Source: an optimization exercise on an open RTL-to-GDS flow (aim: small area, a short achievable clock period and few clock cycles). Production flows keep margins and buffers that such runs may drop.
No functional check of the RTL was part of any run shown here.
Power and IR drop assume default switching activity.

===== config.mk =====
export PLATFORM = sky130hd
export DESIGN_NAME = nr_vadd
export DESIGN_NICKNAME = nr_vadd
export VERILOG_FILES = /design/flow/design.v
export SDC_FILE = /design/flow/constraint.sdc
export NUM_CORES = 4
export LEC_CHECK = 0
export CAP_MARGIN = 20
export CORE_MARGIN = 2
export CORE_UTILIZATION = 40
export PLACE_DENSITY = 0.6
export SLEW_MARGIN = 20

===== constraint.sdc =====
create_clock -name core_clock -period 20.0 [get_ports {clk}]
set_input_delay 4.0000 -clock core_clock [delete_from_list [all_inputs] [get_ports {clk}]]
set_output_delay 4.0000 -clock core_clock [all_outputs]
set_load 0.01 [all_outputs]

===== design.v =====
module nr_vadd (
    input  wire        clk,
    input  wire        rst,         
    input  wire        in_valid,
    input  wire [31:0] in_a,
    input  wire [31:0] in_b,
    output wire        in_ready,
    output reg         out_valid,
    output reg  [31:0] out_sum,
    input  wire        out_ready
);
    reg         v0, v1, v2, vk;
    reg         rdy;            
    reg  [31:0] skid;
    wire        adv = rdy;      
    assign in_ready = rdy;
    reg  [31:0] ra, rb;
    always @(posedge clk) if (adv) begin ra <= in_a; rb <= in_b; end
    wire [7:0]  a_e = ra[30:23];
    wire [7:0]  b_e = rb[30:23];
    wire        a_h = |a_e;
    wire        b_h = |b_e;
    wire        a_emax = &a_e;
    wire        b_emax = &b_e;
    wire        a_fz = ~|ra[22:0];
    wire        b_fz = ~|rb[22:0];
    wire        a_nan = a_emax & ~a_fz;
    wire        b_nan = b_emax & ~b_fz;
    wire        a_inf = a_emax & a_fz;
    wire        b_inf = b_emax & b_fz;
    wire        s_nan = a_nan | b_nan | (a_inf & b_inf & (ra[31] ^ rb[31]));
    wire        s_inf = a_inf | b_inf;
    wire        sub   = ra[31] ^ rb[31];
    wire        swap = rb[30:0] > ra[30:0];
    wire        same = rb[30:0] == ra[30:0];
    wire        s_zero = (sub & same) | (~a_h & a_fz & ~b_h & b_fz);
    wire [7:0]  a_ee = {a_e[7:1], a_e[0] | ~a_h};
    wire [7:0]  b_ee = {b_e[7:1], b_e[0] | ~b_h};
    wire [8:0]  dab = {1'b0, a_ee} - {1'b0, b_ee};
    wire [7:0]  dba = b_ee - a_ee;
    wire [7:0]  d   = dab[8] ? dba : dab[7:0];
    wire [4:0]  sh  = (|d[7:5]) ? 5'd31 : d[4:0];
    wire        x_s  = swap ? rb[31] : ra[31];
    wire [7:0]  x_ee = swap ? b_ee : a_ee;
    wire [23:0] x_m  = swap ? {b_h, rb[22:0]} : {a_h, ra[22:0]};
    wire [23:0] y_m  = swap ? {a_h, ra[22:0]} : {b_h, rb[22:0]};
    wire [26:0] t0 = {y_m, 3'd0};
    wire [26:0] t1 = sh[4] ? {16'd0, t0[26:16]} : t0;
    wire        k1 = sh[4] & (|t0[15:0]);
    wire [26:0] t2 = sh[3] ? {8'd0, t1[26:8]} : t1;
    wire        k2 = sh[3] & (|t1[7:0]);
    wire [26:0] t3 = sh[2] ? {4'd0, t2[26:4]} : t2;
    wire        k3 = sh[2] & (|t2[3:0]);
    wire [26:0] t4 = sh[1] ? {2'd0, t3[26:2]} : t3;
    wire        k4 = sh[1] & (|t3[1:0]);
    wire [26:0] t5 = sh[0] ? {1'd0, t4[26:1]} : t4;
    wire        k5 = sh[0] & t4[0];
    wire [26:0] y_al = {t5[26:1], t5[0] | k1 | k2 | k3 | k4 | k5};
    reg         p_s, p_sub, p_nan, p_inf, p_zero;
    reg  [7:0]  p_e;
    reg  [23:0] p_x;
    reg  [26:0] p_y;
    always @(posedge clk) if (adv) begin
        p_s    <= x_s;
        p_sub  <= sub;
        p_nan  <= s_nan;
        p_inf  <= s_inf;
        p_zero <= s_zero;
        p_e    <= x_ee;
        p_x    <= x_m;
        p_y    <= y_al;
    end
    wire [27:0] mag = {1'b0, p_x, 3'd0} + {p_sub, p_y ^ {27{p_sub}}} + {27'd0, p_sub};
    wire [26:0] lim = (p_e > 8'd27) ? 27'd0 : (27'h4000000 >> (p_e - 8'd1));
    wire [26:0] lzin = mag[26:0] | lim;
    reg  [4:0]  lz;
    integer i;
    always @(*) begin
        lz = 5'd0;
        for (i = 0; i < 27; i = i + 1)
            if (lzin[i]) lz = 5'd26 - i[4:0];
    end
    reg         q_s, q_zs, q_nan, q_inf, q_zero;
    reg  [7:0]  q_e;
    reg  [27:0] q_m;
    reg  [4:0]  q_lz;
    always @(posedge clk) if (adv) begin
        q_s    <= p_s;
        q_zs   <= p_s & ~p_sub;
        q_nan  <= p_nan;
        q_inf  <= p_inf;
        q_zero <= p_zero;
        q_e    <= p_e;
        q_m    <= mag;
        q_lz   <= lz;
    end
    reg  [26:0] nm;
    reg  [7:0]  ne;
    always @(*) begin
        if (q_m[27]) begin
            nm = {q_m[27:2], q_m[1] | q_m[0]};
            ne = q_e + 8'd1;
        end else begin
            nm = q_m[26:0] << q_lz;
            ne = q_e - {3'd0, q_lz};
        end
    end
    wire        r_up = nm[2] & (nm[1] | nm[0] | nm[3]);
    wire [30:0] pk   = {(nm[26] ? ne : 8'd0), nm[25:3]};
    wire [30:0] rnd  = pk + {30'd0, r_up};
    wire        ovf  = q_m[27] & (q_e == 8'd254);
    reg  [31:0] res;
    always @(*) begin
        if (q_nan)
            res = 32'h7FC00000;
        else if (q_inf | ovf)
            res = {q_s, 8'hFF, 23'd0};
        else if (q_zero)
            res = {q_zs, 31'd0};
        else
            res = {q_s, rnd};
    end
    wire        push = adv & v2;
    always @(posedge clk) begin
        if (!vk) skid <= res;
        if (out_ready) out_sum <= vk ? skid : res;
        else if (!out_valid) out_sum <= res;
    end
    always @(posedge clk) begin
        if (rst) begin
            v0 <= 1'b0; v1 <= 1'b0; v2 <= 1'b0; vk <= 1'b0; rdy <= 1'b1;
            out_valid <= 1'b0;
        end else begin
            if (adv) begin
                v0 <= in_valid;
                v1 <= v0;
                v2 <= v1;
            end
            if (vk) begin
                if (out_ready) begin vk <= 1'b0; rdy <= 1'b1; end
            end else if (push & out_valid & ~out_ready) begin
                vk <= 1'b1; rdy <= 1'b0;
            end
            out_valid <= vk | push | (out_valid & ~out_ready);
        end
    end
endmodule

===== run.sh =====
#!/bin/bash
# synth_recipe.tcl (not shown) runs the flow's synth.tcl, then flattens the netlist and writes it again
# the make line also repeats each setting of config.mk as NAME=value (left out here)
make -C /OpenROAD-flow-scripts/flow DESIGN_CONFIG=/design/flow/config.mk WORK_HOME=/design/flow/orfs CLKGATE_MAP_FILE= SYNTH_SCRIPT=/design/flow/synth_recipe.tcl finish

==> reports/qor.csv, run 1 <==
stage;metric;value;unit
clock_tree;Max Buffers Root-to-Sink;3;
drt;final wirelength;45800;microns
setup_path;Max stage delay on crit path;0.85;ns
clock_tree;Sink Count;244;
yosys;main combinational cell family by area after synthesis;compound AO/OA/AOI/OAI gates;
setup_path;slowest stage cell, crit path;dfxtp_4;
setup_path;Crit. End Element;output port;
yosys;Post-Syn Area per Cell;9.88;sq um
yosys;Adder-Cell Fraction of Synth Area;0.0601;
outcome;outcome;complete, no violations;
placed_design;Final Wtd Congestion;0.999;
timing;Final Skew;0.0169;ns
setup_path;CP max FO;54;
timing;Final Setup Violations;0;
yosys;Synth Area in XOR/XNOR;0.0474;
global_routing;Global Route Usage Sum;0.205;
global_routing;initial antenna violation count;0;
yosys;simple-gate portion of the synthesized area;0.151;
clock_tree;total CTS buffers;27;
clock_tree;PostCTS Resize Cnt;0;
placed_design;PortBufs;101;
timing;Final Hold Fails;0;
layout;fin util;0.459;
drt;DRC;0;
setup_path;Req. time, crit path;16.00;ns
layout;Area Growth Syn to Fin;13.9;%
yosys;Netlist cell types;98;
setup_path;CP arrival;2.12;ns
timing;WHS;0.420;ns
clock_tree;CTS tree;done;
timing;Final Cycle Share;0.306;
timing;Fmax achieved;163;MHz
yosys;Primary FF master, synth;edfxtp_1;
setup_path;cell count along the critical path;1;
yosys;Post-synth EDFFs;206;
power_and_ir_drop;sequential power share;0.326;
layout;area of the multi-input gates;9210;sq um
layout;Non-Filler Instances;2329;
placed_design;Post-DP HPWL;34800;microns
clock_tree;Root Driver;clkbuf_16;
drt;Vias;13552;
die;IO Pins;102;
clock_tree;clock latency (worst-skew pair);0.56;ns
clock_tree;Setup Buffers After CTS;0;
power_and_ir_drop;leakage power;7.60;nW
yosys;compound-cell area share of the yosys netlist;0.184;
layout;antenna cells;0;
clock_tree;Clock transition at path regs;0.06;ns
yosys;Seq/Total Area, Yosys;0.413;
placed_design;placed cell count;2278;
power_and_ir_drop;internal power;1.54;mW
drt;Post-DRT Antenna Nets;0;
power_and_ir_drop;Clock power frac;0.202;
timing;worst-margin pin slew;1.02;ns
clock_tree;H-tree levels;1;
die;standard cell core area;41800;sq um
timing;RSZ-0062 raised after global routing;false;
layout;register area;6950;sq um
yosys;Yosys warnings;1;
layout;Fillers;3880;
timing;Fin Setup TNS;0;ns
global_routing;total gr overflow;0;
layout;commonest non-fill, non-tap cell in the layout;nand2_1;
layout;most frequent cells in the layout;nand2_1, edfxtp_1, o21ai_0;
drt;TritonRoute pass-1 iters;5;
die;Cell Rows;75;
clock_tree;hold_buf cts;0;
worst_hold_path;worst hold stages;0;
yosys;mapped cell area;16800;sq um
yosys;post-synthesis mux area share;0.105;
power_and_ir_drop;Logic pwr share;0.471;
flow_run;Max Cap Viol;0;
setup_path;CP Class;reg -> out;
global_routing;first-pass GRT wire length;71500;microns
yosys;Synth Instances;1703;
setup_path;Buf/Inv on CP;1;
yosys;Seq cells post-synth;244;
setup_path;CP Cell Sequence;clkdlybuf4s50_1;
timing;Slew headroom;0.323;
setup_path;R2R cell count;14;
drt;wire length per cell;19.7;microns
power_and_ir_drop;PwrDens;131;nW/um^2
layout;share of cells above drive strength 1;0.0749;
layout;Total Nets Final;1916;
yosys;Post-synth ARST share;0;
setup_path;Worst setup SP type;flip-flop;
drt;First DRT Iteration DRCs;1076;
power_and_ir_drop;switching power;0.967;mW
setup_path;family with the most delay on the worst path;flip-flops;
die;Die Span X;209;microns
timing;Slew Limit Fails;0;
power_and_ir_drop;peak supply drop;0.0700;mV
power_and_ir_drop;switching part of the total;0.386;
global_routing;vias in the first global route;12988;
die;Initial Utilization;0.403;
die;Die ar.;43700;sq um
global_routing;pin count of the biggest net entering global routing;79;
die;DIE HEIGHT;209;microns
drt;DR vias/cell;5.82;
worst_hold_path;Hold Path Class;reg -> reg;
timing;Final Critical Period;6.12;ns
yosys;syn_nets;1850;
==> power groups by stage <==
| stage | Combinational [mW] | Clock [mW] | Sequential, mW |
|---|---|---|---|
| 4_1_cts | 1.18 | 0.521 | 0.817 |
| 2_1_floorplan | 0.857 | 0 | 0.794 |
| 6_report | 1.18 | 0.508 | 0.819 |
| 3_3_place_gp | 1.16 | 0 | 0.824 |
| 5_1_grt | 1.29 | 0.541 | 0.830 |
| 3_5_place_dp | 1.17 | 0 | 0.827 |
==> kinds of logic after synthesis <==
kind of cell,after synthesis
mux,128
simple gates,537
flops,244
fa+ha+maj,79
compound gates,468
buf+inv,156
xor+xnor,91
==> stage by stage <==
stage | setup WS [ns] | cell area, sq um | power [mW]
final | 13.88 | 19200 | 2.51
after global routing | 13.74 | 19200 | 2.66
after CTS | 13.84 | 19200 | 2.51
after detailed placement | 14.13 | 18300 | 2.00
after global placement | 14.19 | 18300 | 1.98
after floorplan | 11.84 | 16800 | 1.65
==> cell type report <==
| cell class | instances | area share |
|---|---|---|
| multi-input cells | 1303 | 0.481 |
| flip-flops and latches | 244 | 0.363 |
| repair buffers | 119 | 0.0598 |
| clock buffers | 29 | 0.0356 |
| well taps | 539 | 0.0352 |
| inverters | 74 | 0.0145 |
| clock inverters | 21 | 0.0116 |
==> worst reg2reg max path, stage by stage (launching register included) <==
cell and delay [ns]:
edfxtp_1 0.46, nor4_1 0.65, a21oi_1 0.24, ha_1 0.29, fa_1 0.39, o21ai_0 0.31, a21boi_0 0.17, or2_2 0.33
xor2_1 0.67, and4_1 0.80, a21oi_1 0.12, o21a_1 0.26, o32ai_1 0.40, mux2i_1 0.20, mux2_2 0.30
==> synthesized netlist by cell type, drive strengths merged, types with 36 or more instances <==
cell,n,share of area
edfxtp,206,0.37
a21oi,89,0.026
ha,76,0.056
nor2,108,0.024
nor3,48,0.015
dfxtp,38,0.045
xnor2,46,0.024
mux2i,71,0.042
inv,72,0.016
nand2,218,0.049
nand3,36,0.011
xor2,45,0.023
clkbuf,52,0.012
o21ai,146,0.043
==> per-layer routing <==
layer / part of all wire / track usage / wire [microns] / up-vias
met2: 0.48 / 0.349 / 22100 / 422
met1: 0.44 / 0.268 / 20000 / 6485
li1: - / - / - / 6548
met5: 0 / 0 / 0 / -
met3: 0.044 / 0.0237 / 2030 / 97
met4: 0.037 / 0.0751 / 1700 / 0
==> registers in the layout, indices dropped and copies added (netlist names), 5 cells and up <==
register	count
skid	32
rb	32
q_e	8
p_y	27
q_m	28
p_x	24
q_lz	5
ra	32
out_sum	32
p_e	8
==> worst paths after layout <==
check	start	to	slack, ns
worst max-delay path	rdy$_SDFFE_PP1P_	in_ready	13.88
worst min-delay path	p_nan$_DFFE_PP_	q_nan$_DFFE_PP_	0.42
worst max register to register	rb[30]$_DFFE_PP_	p_y[4]$_DFFE_PP_	14.15
worst min register to register	p_nan$_DFFE_PP_	q_nan$_DFFE_PP_	0.42
==> run 2, diff against run 1 <==
--- a/config.mk
+++ b/config.mk
@@ -5,6 +5,7 @@
 export SDC_FILE = /design/flow/constraint.sdc
 export NUM_CORES = 4
 export LEC_CHECK = 0
+export ABC_CLOCK_PERIOD_IN_PS = 4000
 export CAP_MARGIN = 20
 export CORE_MARGIN = 2
 export CORE_UTILIZATION = 40
==> reports/qor.csv, run 2 <==
stage;metric;value;unit;change
layout;most frequent cells in the layout;nand2_1, edfxtp_1, o21ai_0;;
clock_tree;total CTS buffers;27;;unchanged
drt;DRC;0;;unchanged
setup_path;CP Cell Sequence;clkdlybuf4s50_1;;
timing;Slew headroom;0.323;;unchanged
yosys;syn_nets;1850;;unchanged
layout;commonest non-fill, non-tap cell in the layout;nand2_1;;
yosys;mapped cell area;16800;sq um;unchanged
yosys;Synth Instances;1703;;unchanged
power_and_ir_drop;peak supply drop;0.0700;mV;unchanged
die;Die Span X;209;microns;unchanged
drt;Post-DRT Antenna Nets;0;;unchanged
setup_path;Max stage delay on crit path;0.85;ns;about the same
placed_design;Post-DP HPWL;34800;microns;unchanged
timing;Fin Setup TNS;0;ns;unchanged
yosys;share of the synthesized area in the top cell type;0.368;;unchanged
die;Die ar.;43700;sq um;unchanged
clock_tree;Setup Buffers After CTS;0;;unchanged
clock_tree;Clock transition at path regs;0.06;ns;about the same
yosys;most frequent cell after synthesis;nand2_1;;
die;IO Pins;102;;unchanged
worst_hold_path;Hold Path Class;reg -> reg;;
clock_tree;Root Driver;clkbuf_16;;
global_routing;pin count of the biggest net entering global routing;79;;unchanged
setup_path;CP Class;reg -> out;;
setup_path;Worst setup SP type;flip-flop;;
yosys;Seq/Total Area, Yosys;0.413;;unchanged
die;Cell Rows;75;;unchanged
clock_tree;Sink Count;244;;unchanged
clock_tree;H-tree levels;1;;unchanged
drt;DR vias/cell;5.82;;unchanged
yosys;Post-synth ARST share;0;;unchanged
yosys;top post-synthesis cells by area;edfxtp_1, ha_1, nand2_1;;
global_routing;first-pass GRT wire length;71500;microns;unchanged
setup_path;Crit. End Element;output port;;
timing;Final Hold Fails;0;;unchanged
clock_tree;CTS tree;done;;
outcome;outcome;complete, no violations;;
yosys;Netlist cell types;98;;unchanged
power_and_ir_drop;leakage power;7.60;nW;unchanged
yosys;Post-synth EDFFs;206;;unchanged
flow_run;Max Cap Viol;0;;unchanged
clock_tree;PostCTS Resize Cnt;0;;unchanged
placed_design;PortBufs;101;;unchanged
timing;Worst Setup Slack, final;13.88;ns;unchanged
clock_tree;Max Buffers Root-to-Sink;3;;unchanged
timing;worst-margin pin slew;1.02;ns;unchanged
layout;share of cells above drive strength 1;0.0749;;unchanged
drt;First DRT Iteration DRCs;1076;;unchanged
die;standard cell core area;41800;sq um;unchanged
setup_path;Buf/Inv on CP;1;;unchanged
yosys;Seq cells post-synth;244;;unchanged
clock_tree;hold_buf cts;0;;unchanged
layout;Fillers;3880;;unchanged
setup_path;family with the most delay on the worst path;flip-flops;;
global_routing;Global Route Usage Sum;0.205;;unchanged
die;DIE HEIGHT;209;microns;unchanged
layout;Area Growth Syn to Fin;13.9;%;unchanged
global_routing;initial antenna violation count;0;;unchanged
layout;antenna cells;0;;unchanged
timing;RSZ-0062 raised after global routing;false;;
global_routing;vias in the first global route;12988;;unchanged
setup_path;CP arrival;2.12;ns;about the same
timing;Final Skew;0.0169;ns;unchanged
drt;Vias;13552;;unchanged
yosys;Primary FF master, synth;edfxtp_1;;
global_routing;total gr overflow;0;;unchanged
timing;Final Setup Violations;0;;unchanged
placed_design;Final Wtd Congestion;0.999;;unchanged
setup_path;slowest stage cell, crit path;dfxtp_4;;
setup_path;Req. time, crit path;16.00;ns;about the same
timing;Final Cycle Share;0.306;;unchanged
setup_path;CP max FO;54;;unchanged
placed_design;post-place setup slack;14.13;ns;unchanged
drt;wire length per cell;19.7;microns;unchanged
timing;Final Critical Period;6.12;ns;unchanged
die;Initial Utilization;0.403;;unchanged
layout;fin util;0.459;;unchanged
layout;Total Nets Final;1916;;unchanged
yosys;cell taking the most area after synthesis;edfxtp_1;;
yosys;leading post-synthesis cells by instance count;nand2_1, edfxtp_1, o21ai_0;;
timing;Fmax achieved;163;MHz;unchanged
clock_tree;clock latency (worst-skew pair);0.56;ns;about the same
drt;TritonRoute pass-1 iters;5;;unchanged
drt;final wirelength;45800;microns;unchanged
yosys;Yosys warnings;1;;unchanged
timing;Slew Limit Fails;0;;unchanged
yosys;Post-Syn Area per Cell;9.88;sq um;unchanged
power_and_ir_drop;PwrDens;131;nW/um^2;unchanged
[run 2: path summary, 6_finish.rpt]
| check | depth (start not counted) | start | slack (ns) | endpoint |
|---|---|---|---|---|
| hold reg to reg | 0 | p_nan$_DFFE_PP_ | 0.42 | q_nan$_DFFE_PP_ |
| setup reg to reg | 14 | rb[30]$_DFFE_PP_ | 14.15 | p_y[4]$_DFFE_PP_ |
| hold / removal | 0 | p_nan$_DFFE_PP_ | 0.42 | q_nan$_DFFE_PP_ |
| setup / recovery | 1 | rdy$_SDFFE_PP1P_ | 13.88 | in_ready |
[run 2: per-stage QoR]
step | cells | instance area, sq um | total power [mW] | hold slack, ns
4_1_cts | 2328 | 19200 | 2.51 | 0.422
6_report | 2329 | 19200 | 2.51 | 0.420
3_5_place_dp | 2278 | 18300 | 2.00 | 0.407
2_1_floorplan | 1703 | 16800 | 1.65 | 0.400
3_3_place_gp | 2278 | 18300 | 1.98 | 0.406
5_1_grt | 2329 | 19200 | 2.66 | 0.428
[run 2: routing by layer]
layer	global-route usage	routed length (microns)
met1	0.268	20000
met2	0.349	22100
met3	0.0237	2030
met4	0.0751	1700
met5	0	0
[run 2: final cells by class]
| cell class | count | area, sq um | share of cell area |
|---|---|---|---|
| multi-input cells | 1303 | 9210 | 0.481 |
| flip-flops and latches | 244 | 6950 | 0.363 |
| inverters | 74 | 278 | 0.0145 |
| repair buffers | 119 | 1150 | 0.0598 |
| well taps | 539 | 674 | 0.0352 |
| clock inverters | 21 | 221 | 0.0116 |
| clock buffers | 29 | 683 | 0.0356 |
[run 2: cells by family after synthesis]
group	count (synthesis)	synth area share
muxes	128	0.105
buffers and inverters	156	0.0404
and+or+nand+nor	537	0.151
adders and majority gates	79	0.0601
xor gates and xnor gates	91	0.0474
DFF	244	0.413
AOI/OAI and AO/OA	468	0.184
[run 2: where the power goes]
part           switching (mW)  leakage, nW  internal [mW]
Combinational           0.655         4.59          0.527
Sequential              0.105         2.57          0.714
Clock                   0.207        0.440          0.300
Total                   0.967         7.60           1.54

==> re-timing with driven ports <==
Ports are ideal in the flow. The routed layouts listed here were re-timed in OpenROAD.
Step 1 (the two cells are an assumption about what drives the block):
set clk [get_ports {clk}]
set_driving_cell -lib_cell sky130_fd_sc_hd__clkbuf_16 $clk
set_driving_cell -lib_cell sky130_fd_sc_hd__buf_2 [delete_from_list [all_inputs] $clk]
Step 2 adds t to the input delays and takes it off the output delays; t is the mean of the earliest and latest rising clock arrival at the registers after step 1. Input paths then give back, and output paths get back, about the clock's delay inside the block.
a / b / c = ideal / step 1 / step 2; a / b = the first two.
run | t (ns) | setup WS [ns] | worst register clock-pin slew, ns
run 1 | 0.603 | 13.880 / 13.825 / 14.130 | 0.07 / 0.07
run 2 | 0.603 | 13.880 / 13.825 / 14.130 | 0.07 / 0.07
After both steps every run listed still meets setup and hold.
